Source: an optimization exercise on an open RTL-to-GDS flow (aim: small area). Production flows keep margins and buffers that such runs may drop. The RTL was checked by simulation tests, not by an equivalence proof against the original design. Power and IR drop assume default switching activity.

==> 04-03 <==
Design synth_ctrl, start of the top module:
module synth_ctrl (
    input  wire        clk,
    input  wire        rst,           
    input  wire        tick,          
    input  wire        us_tick,       
    output wire [3:0]  sel,
    output wire        adc_req,
    input  wire        adc_valid,
    input  wire [9:0]  adc_data,
    output wire [7:0]  bus,
    output wire        ale,
    output wire        cs_n,
    output wire        nv_rd,
    output wire        nv_we,
    output wire        nv_word,
    output wire [7:0]  nv_addr,
    output wire [15:0] nv_wdata,
    input  wire        nv_rvalid,
    input  wire [15:0] nv_rdata,
    output wire [7:0]  led,
    output wire        led_sync,
    output wire        led_valid
);
Settings: LEC_CHECK=0, CAP_MARGIN=20, CORE_MARGIN=2, CORE_UTILIZATION=60, CTS_BUF_LIST=sky130_fd_sc_hd__clkbuf_8, SLEW_MARGIN=20; clock period 10.0 ns.
standard.sh (not shown) runs the stock make flow with config.mk's settings and CLKGATE_MAP_FILE= SYNTH_SCRIPT=/design/flow/synth_recipe.tcl, a recipe that flattens the netlist after the stock synthesis.
==> flow/flow/run.sh <==
#!/bin/bash
# The standard layout (standard.sh: standard synthesis, floorplan, place,
# CTS, route, finish), with one change: the port buffers that global
# placement inserts on every input and output use the smallest buffer cell.
set -euo pipefail
export BUFFER_PORTS_ARGS="-buffer_cell sky130_fd_sc_hd__buf_1"
bash standard.sh finish > standard_flow.log 2>&1
==> 03-25 (differences from 04-03) <==
--- a/flow/design.v
+++ b/flow/design.v
@@ -233,29 +233,25 @@
             off      <= OFF_DEFAULT;      
         end else begin
             if (tick && st != S_IDLE)
                 pending <= 1'b1;
             case (st)
             S_LOAD: begin
-                case (ch[1:0])
-                    2'd0: ch <= 4'd1;
-                    2'd1: if (nv_rvalid) begin
+                if (!ch[0] || (nv_rvalid && !ch[1] && !ld_ff))
+                    ch <= ch + 4'd1;
+                if (ch[0] && nv_rvalid) begin
+                    if (!ch[1]) begin
                         wf <= ld_wfok ? ld_nib : 4'd0;
                         ft <= ld_ff ? 2'd0 : nv_rdata[3:2];
                         md <= (nv_rdata[1:0] == 2'd3) ? O3_NONE : nv_rdata[1:0];
-                        if (ld_ff)
-                            st <= S_IDLE;
-                        else
-                            ch <= 4'd2;
-                    end
-                    2'd2: ch <= 4'd3;
-                    default: if (nv_rvalid) begin
+                    end else begin
                         off <= ld_off;
-                        st  <= S_IDLE;
                     end
-                endcase
+                    if (ch[1] || ld_ff)
+                        st <= S_IDLE;
+                end
             end
             S_IDLE: begin
                 ch <= 4'd0;
                 if (tick || pending) begin
                     pending <= pending && tick;
                     st      <= S_SET;
==> flow/flow/run.sh (replaced) <==
#!/bin/bash
# The standard layout (standard.sh: standard synthesis, floorplan, place,
# CTS, route, finish) with these changes:
#  - at the end of floorplan (flow/post_floorplan.tcl) the combinational
#    logic is resynthesized for area with OpenROAD's restructure, and gates
#    above drive strength 1 are set back to _1; the resizer's usual repair
#    steps then upsize only what slew, capacitance or timing needs;
#  - the port buffers that global placement inserts on every input and
#    output use the smallest buffer cell;
#  - the constant outputs share the one tie cell that synthesis made,
#    instead of a tie cell each.
# Each tool's full output is in the ORFS logs under orfs/logs/, and make's
# output in standard_flow.log.
set -euo pipefail
here=$(pwd)
export POST_FLOORPLAN_TCL="$here/flow/post_floorplan.tcl"
export BUFFER_PORTS_ARGS="-buffer_cell sky130_fd_sc_hd__buf_1"
export SKIP_REPAIR_TIE_FANOUT=1
bash standard.sh finish > standard_flow.log 2>&1
==> flow/flow/post_floorplan.tcl (new file) <==
# Area recovery at the end of floorplan, before placement.
#
# 1. Resynthesize the combinational logic between the registers for area
#    (OpenROAD's restructure, which runs ABC on the mapped netlist), twice.
#    Registers and ports are kept as they are. restructure can leave output
#    ports that synthesis tied to a constant without a driver, so the
#    constant outputs are recorded first and afterwards all tied again, to
#    one tie cell per constant value.
# 2. Set every combinational gate that is still above drive strength 1 back
#    to its _1 variant; the resizer's usual repair steps later upsize
#    whatever slew, capacitance or timing needs.
set block [ord::get_db_block]
set tie_master_name sky130_fd_sc_hd__conb_1

# constant outputs: port name -> tie pin (LO or HI); a port may reach its
# tie cell through buffers
proc net_driver { net } {
  foreach it [$net getITerms] {
    if { [$it isOutputSignal] } { return $it }
  }
  return "NULL"
}
set const_ports [dict create LO {} HI {}]
foreach bt [$block getBTerms] {
  if { [$bt getIoType] ne "OUTPUT" } { continue }
  set net [$bt getNet]
  for {set hop 0} {$hop < 4 && $net ne "NULL"} {incr hop} {
    set drv [net_driver $net]
    if { $drv eq "NULL" } { break }
    set master [[$drv getInst] getMaster]
    if { [$master getName] eq $tie_master_name } {
      dict lappend const_ports [[$drv getMTerm] getName] [$bt getName]
      break
    }
    if { ![string match "sky130_fd_sc_hd__buf_*" [$master getName]] } { break }
    set net [[[$drv getInst] findITerm A] getNet]
  }
}
puts "constant outputs: $const_ports"

report_design_area
set lib [lindex $::env(LIB_FILES) 0]
set rmp_dir $::env(OBJECTS_DIR)/rmp
file mkdir $rmp_dir
for {set pass 0} {$pass < 2} {incr pass} {
  restructure -target area -liberty_file $lib \
    -tielo_port $tie_master_name/LO -tiehi_port $tie_master_name/HI \
    -work_dir $rmp_dir -abc_logfile $::env(LOG_DIR)/2_1_restructure_$pass.log
  report_design_area
}

# tie the constant outputs again, all of one value to one tie cell
set tie_master [[ord::get_db] findMaster $tie_master_name]
foreach pin {LO HI} {
  set ports [dict get $const_ports $pin]
  if { [llength $ports] == 0 } { continue }
  set inst [odb::dbInst_create $block $tie_master "const_out_tie_$pin"]
  set tnet [odb::dbNet_create $block "const_out_$pin"]
  $tnet setSigType SIGNAL
  [$inst findITerm $pin] connect $tnet
  foreach p $ports {
    set bt [$block findBTerm $p]
    set old [$bt getNet]
    $bt disconnect
    $bt connect $tnet
    if { $old ne "NULL" } {
      # drop a tie cell that now drives nothing, and the empty net
      foreach it [$old getITerms] {
        set i [$it getInst]
        if { [[$i getMaster] getName] eq $tie_master_name && [$it isOutputSignal] \
               && [llength [$old getITerms]] == 1 && [llength [$old getBTerms]] == 0 } {
          odb::dbInst_destroy $i
          break
        }
      }
      if { [llength [$old getITerms]] == 0 && [llength [$old getBTerms]] == 0 } {
        odb::dbNet_destroy $old
      }
    }
  }
}
# any other tie cell left driving nothing
foreach i [$block getInsts] {
  if { [[$i getMaster] getName] ne $tie_master_name } { continue }
  set used 0
  foreach it [$i getITerms] {
    set n [$it getNet]
    if { $n ne "NULL" && [$it isOutputSignal] && ([llength [$n getITerms]] > 1 || [llength [$n getBTerms]] > 0) } {
      set used 1
    }
  }
  if { !$used } { odb::dbInst_destroy $i }
}

set n 0
foreach inst [get_cells *] {
  set master [get_property $inst ref_name]
  if { [regexp {^(sky130_fd_sc_hd__[a-z0-9]+)_([0-9]+)$} $master -> base drive] } {
    if { $drive > 1 && ![string match "*df*" $base] && ![string match "*clk*" $base] && ![string match "*conb*" $base] } {
      set small [get_lib_cells -quiet "*/${base}_1"]
      if { $small ne "" } {
        replace_cell $inst [get_name [lindex $small 0]]
        incr n
      }
    }
  }
}
puts "post-floorplan: $n gates set to drive strength 1"
report_design_area
==> 11-16 (differences from 04-03) <==
--- a/flow/design.v
+++ b/flow/design.v
@@ -233,29 +233,25 @@
             off      <= OFF_DEFAULT;      
         end else begin
             if (tick && st != S_IDLE)
                 pending <= 1'b1;
             case (st)
             S_LOAD: begin
-                case (ch[1:0])
-                    2'd0: ch <= 4'd1;
-                    2'd1: if (nv_rvalid) begin
+                if (!ch[0] || (nv_rvalid && !ch[1] && !ld_ff))
+                    ch <= ch + 4'd1;
+                if (ch[0] && nv_rvalid) begin
+                    if (!ch[1]) begin
                         wf <= ld_wfok ? ld_nib : 4'd0;
                         ft <= ld_ff ? 2'd0 : nv_rdata[3:2];
                         md <= (nv_rdata[1:0] == 2'd3) ? O3_NONE : nv_rdata[1:0];
-                        if (ld_ff)
-                            st <= S_IDLE;
-                        else
-                            ch <= 4'd2;
-                    end
-                    2'd2: ch <= 4'd3;
-                    default: if (nv_rvalid) begin
+                    end else begin
                         off <= ld_off;
-                        st  <= S_IDLE;
                     end
-                endcase
+                    if (ch[1] || ld_ff)
+                        st <= S_IDLE;
+                end
             end
             S_IDLE: begin
                 ch <= 4'd0;
                 if (tick || pending) begin
                     pending <= pending && tick;
                     st      <= S_SET;
==> flow/flow/run.sh (replaced) <==
#!/bin/bash
# The standard layout (standard.sh: standard synthesis, floorplan, place,
# CTS, route, finish) with these changes:
#  - at the end of floorplan, gates that synthesis upsized are set back to
#    drive strength 1 (flow/post_floorplan.tcl); the resizer's usual repair
#    steps then upsize only what slew, capacitance or timing needs;
#  - the port buffers that global placement inserts on every input and
#    output use the smallest buffer cell;
#  - the constant outputs share the one tie cell that synthesis made,
#    instead of a tie cell each.
set -euo pipefail
here=$(pwd)
export POST_FLOORPLAN_TCL="$here/flow/post_floorplan.tcl"
export BUFFER_PORTS_ARGS="-buffer_cell sky130_fd_sc_hd__buf_1"
export SKIP_REPAIR_TIE_FANOUT=1
bash standard.sh finish > standard_flow.log 2>&1
==> flow/flow/post_floorplan.tcl (new file) <==
# Start placement from minimum-size gates: every combinational cell that
# synthesis gave a drive strength above 1 is set back to its _1 variant
# (when the library has one). The resizer's repair steps later upsize
# whatever slew, capacitance or timing needs.
set n 0
foreach inst [get_cells *] {
  set master [get_property $inst ref_name]
  if { [regexp {^(sky130_fd_sc_hd__[a-z0-9]+)_([0-9]+)$} $master -> base drive] } {
    if { $drive > 1 && ![string match "*df*" $base] && ![string match "*clk*" $base] && ![string match "*conb*" $base] } {
      set small [get_lib_cells -quiet "*/${base}_1"]
      if { $small ne "" } {
        replace_cell $inst [get_name [lindex $small 0]]
        incr n
      }
    }
  }
}
puts "post-floorplan: $n gates set to drive strength 1"
report_design_area
==> summary of the runs <==
- In 04-03 the design area is higher than in 11-16, by about 2%.
- The lowest power belongs to 11-16, the highest to 04-03.
- 11-16 finished clean. 03-25 ran to the end with no violations. 04-03 completed without violations.
- Between 11-16 and 03-25, the lower cell count is in 11-16 (gap 7.2%, measured against 03-25).
- The highest worst setup slack belongs to 03-25, the lowest to 04-03.
- In 04-03 the register-to-register slack is higher than in 03-25, by 0.05 ns.
- Global-route usage: 11-16 is lower than 04-03 (0.14 points).
- Of 04-03 and 03-25, 04-03 has the higher combinational power (gap about 56%, measured against 03-25).
==> figures <==
|  | 11-16 | 04-03 | 03-25 |
|---|---|---|---|
| Outcome | finished clean | finished clean | finished clean |
| Sequential fraction of total cell area | 39.36% | 38.63% | 40.82% |
| Sum of met2 wire segment lengths after detailed routing | 8211 µm | 8826 µm | 8950 µm |
| Worst hold path startpoint | r1[2]$_DFFE_PP_ | r1[9]$_DFFE_PP_ | r2[1]$_DFFE_PP_ |
| Worst Setup EP | bus[6] | bus[6] | bus[7] |
| Seq. pwr | 0.000482 W | 0.000497 W | 0.000476 W |
| Placed standard-cell area | 0.006800 mm² | 0.006918 mm² | 0.006504 mm² |
| Storage element area | 0.002764 mm² | 0.002764 mm² | 0.002763 mm² |
| Clock latency reported for the late side of the worst-skew pair | 0.39 ns | 0.39 ns | 0.40 ns |
| Via count | 5751 | 5815 | 6347 |
| First-pass GRT wire length | 28760 µm | 28650 µm | 30370 µm |
| Post-synthesis share of cell area spent on full adders, half adders and majority gates | 8.799% | 9.286% | 8.799% |
| Clock tree buffer count of the final layout | 9 | 10 | 9 |
| Initial DRC Count | 677 | 752 | 1114 |
| Y dimension of the die | 110.0 µm | 109.3 µm | 110.0 µm |

## static timing again, ports no longer ideal
The results above use ideal ports. As a check the final layouts listed here were re-extracted and re-timed, cells and wires unchanged.
Step 1 (the two cells are an assumption about what drives the block):
set clk [get_ports {clk}]
set_driving_cell -lib_cell sky130_fd_sc_hd__clkbuf_16 $clk
set_driving_cell -lib_cell sky130_fd_sc_hd__buf_2 [delete_from_list [all_inputs] $clk]
Step 2 adds t to the input delays and takes it off the output delays; t is the mean of the earliest and latest rising clock arrival at the registers after step 1. Input paths then give back, and output paths get back, about the clock's delay inside the block.
Slacks: ideal / step 1 / step 2; pairs: ideal / step 1.
| run | t (ns) | slack for setup (ns) | hold slack, ns | latest minus earliest clock arrival (ns) | worst data-port slew with drivers (ns) |
|---|---|---|---|---|---|
| 04-03 | 0.419 | 0.363 / 0.327 / 0.746 | 0.423 / 0.423 / 0.423 | 0.012 / 0.012 | 0.03 |
| 03-25 | 0.428 | 0.564 / 0.528 / 0.956 | 0.431 / 0.431 / 0.431 | 0.009 / 0.009 | 0.03 |
| 11-16 | 0.427 | 0.432 / 0.395 / 0.823 | 0.426 / 0.426 / 0.426 | 0.007 / 0.007 | 0.03 |
After both steps every run listed still meets setup and hold.
